This design comes from an exercise in tuning for small area, a short achievable clock period and few clock cycles on the open sky130 flow, not from production work. Where RTL was checked, it was by simulation tests only, not by an equivalence proof against the original.

==> flow/design.v <==
module pcmdf_dec (
    input  wire        clk,
    input  wire        rst,
    input  wire        start,
    input  wire [15:0] cfg_len,
    input  wire [15:0] cfg_fps,
    input  wire        cfg_fps_set,
    input  wire        cfg_extract,
    output wire        idle,
    input  wire        in_valid,
    output reg         in_ready,
    input  wire [31:0] in_data,
    output reg         out_valid,
    input  wire        out_ready,
    output reg  [1:0]  out_type,
    output wire [31:0] out_data,
    output reg  [2:0]  out_nbytes,
    output reg         out_tp,
    output reg  [63:0] out_ts,
    output reg  [15:0] out_hdr,
    output reg         out_ss,
    output wire [31:0] out_sync,
    output reg  [15:0] out_sfid,
    output reg  [15:0] out_plen,
    output wire [2:0]  out_status,
    output reg  [15:0] out_offset,
    output reg  [15:0] out_count,
    output reg  [31:0] out_mode_word
);
    localparam [1:0] T_HDR = 2'd0, T_PAY = 2'd1, T_END = 2'd2;
    localparam [2:0] PH_MODE  = 3'd0,   
                     PH_TP    = 3'd1,   
                     PH_REC   = 3'd2,   
                     PH_DRAIN = 3'd3,   
                     PH_SHORT = 3'd4;   
    reg        busy;
    reg [2:0]  phase;
    reg [1:0]  status;
    reg        fpsv_l;      
    reg        xbad;        
    reg [15:0] lrem;        
    reg        lnz;         
    reg        lw;          
    reg        fit0;        
    reg        fit1;        
    reg [15:0] sh;          
    reg [15:0] hl;          
    reg        rl0, rl1;    
    reg [3:0]  fi;          
    reg [15:0] hold;        
    reg        hv;          
    reg        df;          
    reg        tsh;         
    reg [31:0] sk;          
    reg        skv;
    reg        endp;        
    reg [31:0] dsync;
    assign out_status = {1'b0, status};
    assign out_data   = dsync;
    assign out_sync   = dsync;
    wire   hdr_wait   = out_valid && (out_type == T_HDR);
    assign idle       = !busy && !hdr_wait;
    wire out_free = !out_valid || out_ready;
    wire slot     = out_free && !endp;        
    wire acc      = in_valid && in_ready;
    wire go       = (skv || acc) && slot;
    wire [31:0] w = skv ? sk : in_data;
    wire [13:0] lrem_q = lrem[15:2] - 14'd1;
    wire [15:0] h0 = w[15:0];
    wire [15:0] h1 = w[31:16];
    wire        x  = out_ss;
    wire        odd = out_plen[0];      
    wire        rec = (phase == PH_REC);
    wire        rlast0 = rl0;                     
    wire        rlast1 = rl1;                     
    wire [3:0]  fi1 = (fi == 4'd8) ? 4'd8 : fi + 4'd1;
    wire [3:0]  f1  = rlast0 ? 4'd0 : fi1;
    wire        p0  = x ? (fi >= 4'd8) : (fi >= 4'd5);
    wire        p1  = x ? (f1 >= 4'd8) : (f1 >= 4'd5);
    wire        start0 = (fi == 4'd0);
    wire        nofit0 = start0 && !fit0;
    wire        nofit1 = rlast0 && !fit1;
    wire        bad0   = start0 && xbad;
    wire        par  = sh[0] ^ hl[0];             
    wire [15:0] E    = par ? h1 : h0;
    wire [15:0] O    = par ? h0 : h1;
    wire [3:0]  idxE = par ? fi1 : fi;
    wire [3:0]  idxO = par ? fi : fi1;
    wire        vE   = !(rlast0 && par);          
    wire        vO   = !(rlast0 && !par);
    wire        h0ff   = (h0 == 16'hFFFF);
    wire        h1ff   = (h1 == 16'hFFFF);
    wire        ts_pos = (idxO == 4'd3) && vO && (out_ts[31:0] == 32'hFFFF_FFFF) &&
                         (!par || (out_ts[47:32] == 16'hFFFF));
    wire        ts_bad = ts_pos && h0ff && (par || h1ff);
    wire        ts_end = ts_pos && par && rlast1;
    wire        hdr_w = x ? ((idxO == 4'd7) && vO) : ((idxE == 4'd4) && vE);
    wire        pay_beat = hv ? p0 : (p0 && !hdr_w);
    wire        hv_n     = (hdr_w && p1) || (hv && p0 && p1) || (!hv && !p0 && p1);
    wire        df_n     = (go && rec) ? (hv_n && rlast1) : (df && !out_free);
    wire        df_out   = df && out_free;
    wire        d_pay    = go && ((phase == PH_TP) || (rec && pay_beat));
    wire        d_hi_en  = df_out || d_pay || (go && rec && (idxO == 4'd5) && vO);
    wire        d_lo_en  = df_out || d_pay || (go && rec && (idxE == 4'd6) && vE);
    wire        d_pair   = df_out || (d_pay && hv);            
    wire [15:0] d_hi     = (d_pair || (!d_pay && par)) ? h0 : h1;
    wire [15:0] d_lo     = d_pair ? hold : ((!d_pay && par) ? h1 : h0);
    wire        mode_go  = go && (phase == PH_MODE);
    wire        rec_go   = go && rec;
    wire        end_ld   = (endp && out_free) || (go && (phase == PH_DRAIN) && lw && !df);
    wire        hdr_ld   = (mode_go && w[20]) || (rec_go && hdr_w && !ts_bad && !bad0);
    wire        beat_ld  = end_ld || hdr_ld || df_out || d_pay;
    wire        is_hdr   = (mode_go && w[20]) || (rec_go && hdr_w);
    wire [2:0]  nb_tp    = (lw && lrem[1:0] != 2'd0) ? {1'b0, lrem[1:0]} : 3'd4;
    wire        short_ld = busy && (phase == PH_SHORT) && slot;
    wire        rl_any   = rlast0 || rlast1;
    wire        off_en   = short_ld || mode_go || (rec_go && rl_any && !(ts_end && h0ff));
    wire [15:0] off_d    = short_ld ? 16'd0 : mode_go ? (w[20] ? lrem : 16'd4) :
                           out_offset + {sh[14:0], 1'b0};
    wire        cnt_en   = short_ld || mode_go || (rec_go && rl_any) || (status == 2'd3);
    wire [15:0] cnt_d    = mode_go ? {15'd0, w[20]} :
                           (short_ld || status == 2'd3) ? 16'd0 : out_count + 16'd1;
    wire        st_en    = short_ld || mode_go || (rec_go && ((bad0 && !nofit0) || ts_bad));
    wire [1:0]  st_d     = short_ld ? 2'd1 : mode_go ? ((w[20] || fpsv_l) ? 2'd0 : 2'd2) : 2'd3;
    wire        pos_en   = mode_go || rec_go;
    wire [3:0]  fi_d     = mode_go ? 4'd0 : rlast0 ? 4'd1 : rlast1 ? 4'd0 :
                           (fi >= 4'd6) ? 4'd8 : fi + 4'd2;
    wire [15:0] hl_d     = (mode_go || rlast1) ? sh : rlast0 ? sh - 16'd1 : hl - 16'd2;
    wire        rl0_d    = !mode_go && !rlast0 && !rlast1 && (hl == 16'd3);
    wire        rl1_d    = !mode_go && !rlast0 && !rlast1 && (hl == 16'd4);
    wire [2:0]  nb_rec   = hv ? (!p0 ? (odd ? 3'd1 : 3'd2) : (rlast0 && odd) ? 3'd3 : 3'd4)
                              : (rlast0 ? (odd ? 3'd1 : 3'd2) : ((rlast1 && odd) ? 3'd3 : 3'd4));
    wire [17:0] fit_b  = {2'b00, lrem} - {1'b0, sh, 1'b0};
    wire        fit_hi = (fit_b[16:3] != 14'd0);
    wire        fit0_d = !fit_b[17] && (fit_hi || fit_b[2:0] >= (odd ? 3'd3 : 3'd4));
    wire        fit1_d = !fit_b[17] && (fit_hi || fit_b[2:0] >= (odd ? 3'd5 : 3'd6));
    reg        busy_n, lnz_n, skv_n, endp_n, short_n;
    reg [2:0]  phase_n;
    reg        end_now;
    always @* begin
        skv_n   = skv ? !slot : (acc && !slot);
        busy_n  = busy;
        lnz_n   = lnz;
        phase_n = phase;
        short_n = (phase == PH_SHORT);
        endp_n  = endp && !out_free;
        end_now = 1'b0;
        if (!busy) begin
            if (start && !hdr_wait) begin
                busy_n  = 1'b1;
                lnz_n   = (cfg_len != 16'd0);
                short_n = (cfg_len < 16'd4);
                phase_n = short_n ? PH_SHORT : PH_MODE;
            end
        end else begin
            if (phase == PH_SHORT && slot) begin
                phase_n = PH_DRAIN;
                short_n = 1'b0;
            end
            if (go) begin
                lnz_n = !lw;
                case (phase)
                    PH_MODE:  phase_n = w[20] ? PH_TP : (fpsv_l ? PH_REC : PH_DRAIN);
                    PH_REC:   if (nofit0 || bad0 || ts_bad || nofit1) phase_n = PH_DRAIN;
                    PH_DRAIN: end_now = lw && !df;
                    default: ;
                endcase
            end
            if (end_now) begin
                busy_n = 1'b0;
            end else if (!lnz_n && !df_n && !short_n) begin
                busy_n = 1'b0;
                endp_n = 1'b1;
            end
        end
    end
    always @(posedge clk) begin
        if (rst) begin
            busy      <= 1'b0;
            out_valid <= 1'b0;
            df        <= 1'b0;
            skv       <= 1'b0;
            in_ready  <= 1'b0;
            endp      <= 1'b0;
            phase     <= PH_MODE;
        end else begin
            busy     <= busy_n;
            lnz      <= lnz_n;
            skv      <= skv_n;
            phase    <= phase_n;
            endp     <= endp_n;
            in_ready <= busy_n && lnz_n && !skv_n && !short_n;
            out_valid <= (out_valid && !out_ready) || beat_ld;
            if (out_free)
                out_type <= end_ld ? T_END : is_hdr ? T_HDR : T_PAY;
            if (df_out || d_pay)
                out_nbytes <= df_out ? (odd ? 3'd1 : 3'd2) :
                              (phase == PH_TP) ? nb_tp : nb_rec;
            if (acc && !slot)
                sk <= in_data;
            if (d_hi_en)
                dsync[31:16] <= d_hi;
            if (d_lo_en)
                dsync[15:0] <= d_lo;
            if (pos_en) begin
                fi  <= fi_d;
                hl  <= hl_d;
                rl0 <= rl0_d;
                rl1 <= rl1_d;
            end
            if (rec_go && (tsh || (idxE == 4'd0 && vE)))
                out_ts[15:0] <= tsh ? hold : E;
            if (rec_go && idxO == 4'd1 && vO) out_ts[31:16] <= O;
            if (rec_go && idxE == 4'd2 && vE) out_ts[47:32] <= E;
            if (rec_go && idxO == 4'd3 && vO) out_ts[63:48] <= O;
            if (rec_go && idxE == 4'd4 && vE) out_hdr <= E;
            if (rec_go && idxO == 4'd7 && vO) out_sfid <= O;
            if (cnt_en)
                out_count <= cnt_d;
            if (off_en)
                out_offset <= off_d;
            if (st_en)
                status <= st_d;
            if (!busy) begin
                if (start && !hdr_wait) begin
                    fpsv_l   <= cfg_fps_set;
                    xbad     <= cfg_extract && (cfg_fps < 16'd6);
                    out_ss   <= cfg_extract;
                    out_plen <= cfg_extract ? cfg_fps - 16'd6 : cfg_fps;
                    sh       <= ({1'b0, cfg_fps} + 17'd11) >> 1;
                    lrem     <= cfg_len;
                    lw       <= (cfg_len <= 16'd4);
                    hv       <= 1'b0;
                    df       <= 1'b0;
                    tsh      <= 1'b0;
                end
            end else begin
                if (phase == PH_SHORT && slot)
                    out_mode_word <= 32'd0;
                if (df && out_free)
                    hv <= 1'b0;      
                df <= df_n;
                if (go) begin
                    lrem <= lw ? 16'd0 : {lrem_q, lrem[1:0]};
                    lw   <= (lrem[15:3] == 13'd0) || (lrem == 16'd8);
                    fit0 <= fit0_d;
                    fit1 <= fit1_d;
                    hold <= h1;
                    case (phase)
                        PH_MODE: begin
                            out_mode_word <= w;
                            out_tp        <= w[20];
                            if (w[20])
                                out_plen <= {lrem_q, lrem[1:0]};
                        end
                        PH_REC: begin
                            tsh <= rlast0;
                            hv <= hv_n;
                        end
                        default: ;
                    endcase
                end
            end
        end
    end
endmodule
export LEC_CHECK = 0
export CAP_MARGIN = 20
export CORE_MARGIN = 2
export CORE_UTILIZATION = 60
export CTS_BUF_LIST = sky130_fd_sc_hd__clkbuf_4 sky130_fd_sc_hd__clkbuf_8
export PLACE_DENSITY = 0.75
export SETUP_SLACK_MARGIN = 5
export SLEW_MARGIN = 20
export TNS_END_PERCENT = 0
create_clock -name core_clock -period 8.0 [get_ports {clk}]
standard.sh (not shown) runs the stock make flow with config.mk's settings and CLKGATE_MAP_FILE= SYNTH_SCRIPT=/design/flow/synth_recipe.tcl, a recipe that flattens the netlist after the stock synthesis.
==> flow/flow/run.sh <==
#!/bin/bash
# The standard layout (standard synthesis, floorplan, place, CTS, route),
# with the smallest buffer on each input and output port instead of the
# default port buffer cell. Each tool's output goes to its log here.
set -euo pipefail
export BUFFER_PORTS_ARGS="-buffer_cell sky130_fd_sc_hd__buf_1"
bash standard.sh synth > synth.log 2>&1
bash standard.sh finish > layout.log 2>&1
The baseline passed the timing, design-rule and antenna checks.
Testbench counts at the start, summed over its fixed seeds: cycles 18,614.
Then changed:
--- a/flow/design.v
+++ b/flow/design.v
@@ -7,5 +7,5 @@
     input  wire        cfg_fps_set,
     input  wire        cfg_extract,
-    output wire        idle,
+    output reg         idle,
     input  wire        in_valid,
     output reg         in_ready,
@@ -46,4 +46,5 @@
     reg [15:0] sh;          
     reg [15:0] hl;          
+    reg        hsf;         
     reg        rl0, rl1;    
     reg [3:0]  fi;          
@@ -60,5 +61,4 @@
     assign out_sync   = dsync;
     wire   hdr_wait   = out_valid && (out_type == T_HDR);
-    assign idle       = !busy && !hdr_wait;
     wire out_free = !out_valid || out_ready;
     wire slot     = out_free && !endp;        
@@ -82,5 +82,5 @@
     wire        nofit1 = rlast0 && !fit1;
     wire        bad0   = start0 && xbad;
-    wire        par  = sh[0] ^ hl[0];             
+    wire        par  = sh[0] ^ hl[0] ^ hsf;       
     wire [15:0] E    = par ? h1 : h0;
     wire [15:0] O    = par ? h0 : h1;
@@ -126,7 +126,8 @@
     wire [3:0]  fi_d     = mode_go ? 4'd0 : rlast0 ? 4'd1 : rlast1 ? 4'd0 :
                            (fi >= 4'd6) ? 4'd8 : fi + 4'd2;
-    wire [15:0] hl_d     = (mode_go || rlast1) ? sh : rlast0 ? sh - 16'd1 : hl - 16'd2;
-    wire        rl0_d    = !mode_go && !rlast0 && !rlast1 && (hl == 16'd3);
-    wire        rl1_d    = !mode_go && !rlast0 && !rlast1 && (hl == 16'd4);
+    wire [15:0] hl_d     = (mode_go || rlast0 || rlast1) ? sh : hl - 16'd2;
+    wire        hsf_d    = mode_go ? 1'b0 : rlast0 ? 1'b1 : rlast1 ? 1'b0 : hsf;
+    wire        rl0_d    = !mode_go && !rlast0 && !rlast1 && (hl == (hsf ? 16'd4 : 16'd3));
+    wire        rl1_d    = !mode_go && !rlast0 && !rlast1 && (hl == (hsf ? 16'd5 : 16'd4));
     wire [2:0]  nb_rec   = hv ? (!p0 ? (odd ? 3'd1 : 3'd2) : (rlast0 && odd) ? 3'd3 : 3'd4)
                               : (rlast0 ? (odd ? 3'd1 : 3'd2) : ((rlast1 && odd) ? 3'd3 : 3'd4));
@@ -147,5 +148,5 @@
         end_now = 1'b0;
         if (!busy) begin
-            if (start && !hdr_wait) begin
+            if (start && idle) begin
                 busy_n  = 1'b1;
                 lnz_n   = (cfg_len != 16'd0);
@@ -182,4 +183,5 @@
             skv       <= 1'b0;
             in_ready  <= 1'b0;
+            idle      <= 1'b1;
             endp      <= 1'b0;
             phase     <= PH_MODE;
@@ -191,4 +193,5 @@
             endp     <= endp_n;
             in_ready <= busy_n && lnz_n && !skv_n && !short_n;
+            idle     <= !busy_n && !(out_free ? hdr_ld : hdr_wait);
             out_valid <= (out_valid && !out_ready) || beat_ld;
             if (out_free)
@@ -206,4 +209,5 @@
                 fi  <= fi_d;
                 hl  <= hl_d;
+                hsf <= hsf_d;
                 rl0 <= rl0_d;
                 rl1 <= rl1_d;
@@ -223,5 +227,5 @@
                 status <= st_d;
             if (!busy) begin
-                if (start && !hdr_wait) begin
+                if (start && idle) begin
                     fpsv_l   <= cfg_fps_set;
                     xbad     <= cfg_extract && (cfg_fps < 16'd6);
What happened: Worst setup slack got worse by 0.019 ns; first-iteration DRC count went up by about 5%; maximum frequency went down by about 0.6%; critical path depth went up by 7; area after synthesis went down by about 2.6%; synthesized cell count went down by 7.1%.
Only the layout flow was run in the second run of this note; the RTL was not checked for function there.

## afterwards: timing with drivers on the ports
In the flow no input, the clock included, has a driving cell. The finished layouts below were timed again as built, in two steps.
Step 1: set_driving_cell puts a clkbuf_16 on clk and a buf_2 on each other input, an assumption about the parent block.
Step 2 adds t to the input delays and takes it off the output delays; t is the mean of the earliest and latest rising clock arrival at the registers after step 1. Input paths then give back, and output paths get back, about the clock's delay inside the block.
a / b / c = no drivers / after step 1 / after step 2; a / b = the first two.
run | t (ns) | setup slack, ns | hold WS [ns]
the first run | 0.648 | 4.799 / 4.751 / 4.173 | 0.545 / 0.545 / 0.545
the second run | 0.620 | 4.779 / 4.772 / 4.152 | 0.550 / 0.550 / 0.550
After both steps setup and hold are still met in every run listed. For the second run, which loses most, drivers alone change the setup slack by -0.007 ns; drivers and shift together by -0.627 ns.
